What follows belongs to an exercise in optimizing a design on an open flow for small area, a short achievable clock period and few clock cycles; a production flow would make more cautious choices.
No activity file was given, so power comes from the tool's default toggle rates.

==> module pcm_cfgderive, before the edit <==
module pcm_cfgderive (
    input  wire        clk,
    input  wire        rst,           
    input  wire        start,
    output wire        ready,
    input  wire [7:0]  cfg,           
    input  wire [31:0] rate,
    input  wire [31:0] chunk,
    output reg         done,
    output wire [3:0]  result,        
    output wire [31:0] desc,          
    output wire [31:0] period,        
    output wire [31:0] chunk_eff      
);
    localparam [20:0] C2M = 21'd2000000;
    reg         run;         
    reg  [19:0] r_rate;
    reg  [19:0] rem;
    reg  [20:0] qm;          
    reg  [2:0]  r_res;
    reg         d_w8, d_w16, d_sgn, d_ord;
    reg  [12:0] r_ce;
    assign ready = !run;
    wire accept = start && !run;
    wire       w8     = (cfg[4:0] == 5'd8);
    wire       w16    = (cfg[4:0] == 5'd16);
    wire       bad_w  = !(w8 || w16);
    wire       bad_s  = (cfg[6:5] == 2'd3);
    wire       bad_r  = (rate == 32'd0);
    wire       bad_c  = (|chunk[31:13]) || (chunk[12] && (|chunk[11:0]));
    wire       ok     = !(bad_w || bad_s || bad_r || bad_c);
    wire       big    = |rate[31:20];     
    wire [2:0] res_in = bad_w ? 3'd1 : bad_s ? 3'd2 : bad_r ? 3'd3 : bad_c ? 3'd4 : 3'd0;
    wire       sgn    = cfg[6] ? 1'b1 : cfg[5] ? 1'b0 : w16;
    wire        c_small = ~|chunk[12:7];
    wire [11:0] c_half  = chunk[12:1] + {11'd0, chunk[0]};
    wire [12:0] c_up    = w16 ? {c_half, 1'b0} : chunk[12:0];
    wire [12:0] ce_in   = !ok ? 13'd0 : c_small ? 13'd128 : c_up;
    reg  [19:0] lead;
    reg  [19:0] rem0;
    integer i;
    always @* begin
        rem0 = 20'd0;
        for (i = 0; i < 20; i = i + 1) begin
            lead[i] = rate[i] && !(|(rate[19:0] >> (i + 1)));
            if (lead[i])
                rem0 = rem0 | (C2M >> (21 - i));
        end
    end
    reg dbit;
    reg above;
    always @* begin
        dbit  = 1'b0;
        above = 1'b0;
        for (i = 20; i >= 0; i = i - 1) begin
            if (qm[i] && !above && C2M[20 - i])
                dbit = 1'b1;
            above = above | qm[i];
        end
    end
    wire [20:0] rem_sh  = {rem, dbit};
    wire [21:0] rem_sub = {1'b0, rem_sh} - {2'b00, r_rate};
    wire        q_bit   = !rem_sub[21];
    always @(posedge clk) begin
        if (run) begin
            rem <= q_bit ? rem_sub[19:0] : rem_sh[19:0];
            qm  <= {qm[19:0], q_bit};
        end else begin
            r_rate <= rate[19:0];
            rem    <= rem0;
            qm     <= !ok ? 21'd0 : big ? 21'd2 : {1'b0, lead};
            r_res  <= res_in;
            d_w8   <= ok && w8;
            d_w16  <= ok && w16;
            d_sgn  <= ok && sgn;
            d_ord  <= ok && cfg[7];
            r_ce   <= ce_in;
        end
    end
    always @(posedge clk) begin
        if (rst) begin
            run  <= 1'b0;
            done <= 1'b0;
        end else if (run) begin
            run  <= !qm[20];
            done <= qm[20];
        end else begin
            run  <= accept && ok && !big;
            done <= accept && !(ok && !big);
        end
    end
    wire d_ok = d_w8 | d_w16;
    assign result    = {1'b0, r_res};
    assign desc      = {7'd0, d_w8, 7'd0, d_ok, 12'd0, d_ord, d_sgn, d_w16, d_w8};
    assign period    = {12'd0, qm[20:1] + {19'd0, qm[0] && (|rem)}};
    assign chunk_eff = {19'd0, r_ce};
endmodule
clock: 10.0 ns
lec_check: 0
cap_margin: 20
core_margin: 2
core_utilization: 40
slew_margin: 20
run.sh (not shown) runs the stock make flow with config.mk's settings and CLKGATE_MAP_FILE= SYNTH_SCRIPT=/design/flow/synth_recipe.tcl, a recipe that flattens the netlist after the stock synthesis.
Rerun with:
--- a/flow/design.v
+++ b/flow/design.v
@@ -10,15 +10,16 @@
     output wire [3:0]  result,        
     output wire [31:0] desc,          
     output wire [31:0] period,        
     output wire [31:0] chunk_eff      
 );
-    localparam [20:0] C2M = 21'd2000000;
+    localparam [21:0] C2M = 22'd2000000;
     reg         run;         
     reg  [19:0] r_rate;
     reg  [19:0] rem;
     reg  [20:0] qm;          
+    reg  [1:0]  dd;          
     reg  [2:0]  r_res;
     reg         d_w8, d_w16, d_sgn, d_ord;
     reg  [12:0] r_ce;
     assign ready = !run;
     wire accept = start && !run;
@@ -34,43 +35,61 @@
     wire       sgn    = cfg[6] ? 1'b1 : cfg[5] ? 1'b0 : w16;
     wire        c_small = ~|chunk[12:7];
     wire [11:0] c_half  = chunk[12:1] + {11'd0, chunk[0]};
     wire [12:0] c_up    = w16 ? {c_half, 1'b0} : chunk[12:0];
     wire [12:0] ce_in   = !ok ? 13'd0 : c_small ? 13'd128 : c_up;
-    reg  [19:0] lead;
+    reg  [20:0] mark0;
     reg  [19:0] rem0;
+    reg  [1:0]  dd0;
     integer i;
     always @* begin
-        rem0 = 20'd0;
+        mark0 = 21'd0;
+        rem0  = 20'd0;
+        dd0   = 2'd0;
         for (i = 0; i < 20; i = i + 1) begin
-            lead[i] = rate[i] && !(|(rate[19:0] >> (i + 1)));
-            if (lead[i])
-                rem0 = rem0 | (C2M >> (21 - i));
+            if (rate[i] && !(|(rate[19:0] >> (i + 1)))) begin
+                mark0[i + (i & 1)] = 1'b1;
+                rem0 = rem0 | (C2M >> (22 - (i + (i & 1))));
+                dd0  = dd0 | {C2M[21 - (i + (i & 1))], C2M[20 - (i + (i & 1))]};
+            end
         end
     end
-    reg dbit;
-    reg above;
+    reg  [1:0]  dd_nx;
+    reg         above;
     always @* begin
-        dbit  = 1'b0;
+        dd_nx = 2'd0;
         above = 1'b0;
         for (i = 20; i >= 0; i = i - 1) begin
-            if (qm[i] && !above && C2M[20 - i])
-                dbit = 1'b1;
+            if (qm[i] && !above && (i % 2 == 0) && i <= 18)
+                dd_nx = {C2M[19 - i], C2M[18 - i]};
             above = above | qm[i];
         end
     end
-    wire [20:0] rem_sh  = {rem, dbit};
-    wire [21:0] rem_sub = {1'b0, rem_sh} - {2'b00, r_rate};
-    wire        q_bit   = !rem_sub[21];
+    wire [22:0] x   = {3'b000, rem, dd};
+    wire [22:0] r1  = {3'b000, r_rate};
+    wire [22:0] r2  = {2'b00, r_rate, 1'b0};
+    wire [22:0] sub1 = x - r1;
+    wire [22:0] sub2 = x - r2;
+    wire [22:0] cs_s = x ^ ~r1 ^ ~r2;
+    wire [22:0] cs_c = (x & ~r1) | (x & ~r2) | (~r1 & ~r2);
+    wire [22:0] sub3 = cs_s + {cs_c[21:0], 1'b0} + 23'd2;
+    wire        ge1 = !sub1[22];
+    wire        ge2 = !sub2[22];
+    wire        ge3 = !sub3[22];
+    wire        qb1 = ge2;
+    wire        qb2 = ge3 | (ge1 & !ge2);
+    wire [19:0] rem2 = ge3 ? sub3[19:0] : ge2 ? sub2[19:0] : ge1 ? sub1[19:0] : x[19:0];
     always @(posedge clk) begin
         if (run) begin
-            rem <= q_bit ? rem_sub[19:0] : rem_sh[19:0];
-            qm  <= {qm[19:0], q_bit};
+            rem <= rem2;
+            qm  <= {qm[18:0], qb1, qb2};
+            dd  <= dd_nx;
         end else begin
             r_rate <= rate[19:0];
             rem    <= rem0;
-            qm     <= !ok ? 21'd0 : big ? 21'd2 : {1'b0, lead};
+            qm     <= !ok ? 21'd0 : big ? 21'd2 : mark0;
+            dd     <= dd0;
             r_res  <= res_in;
             d_w8   <= ok && w8;
             d_w16  <= ok && w16;
             d_sgn  <= ok && sgn;
             d_ord  <= ok && cfg[7];
Worst setup slack got worse by 0.23 ns.
Total power rose by 23%.
Fmax goes down by 4.4%.
Wire length is higher by 63%.
Design area grows by 39%.
Clock skew falls by 0.0047 ns.
Core utilization drops by 2.9 points.
Global-route usage went up by 2.0 points.
Non-clock buffer count goes up by 4.
Synthesized area went up by 49%.
Function was not checked in any run of this note: the RTL went through the layout flow alone.

## re-timing with driven ports
In the flow no input, the clock included, has a driving cell. The finished layouts below were timed again as built, in two steps.
Step 1 sets driving cells, clkbuf_16 on the clock port and buf_2 on the other inputs (assumed; they add their load-dependent delay and slew).
Step 2 moves the port delays by t, midway between the first and last clock arrival at a register: inputs arrive t later, outputs are due t later. That takes back most of the time a late clock gives input paths.
Slacks: ideal / step 1 / step 2; pairs: ideal / step 1.
run | t (ns) | setup WS [ns] | latest minus earliest clock arrival (ns) | worst slew at a driven data input, ns
the first run | 0.368 | 4.990 / 4.954 / 5.060 | 0.010 / 0.010 | 0.05
the second run | 0.385 | 4.761 / 4.718 / 4.913 | 0.005 / 0.006 | 0.06
After both steps setup and hold are still met in every run listed.
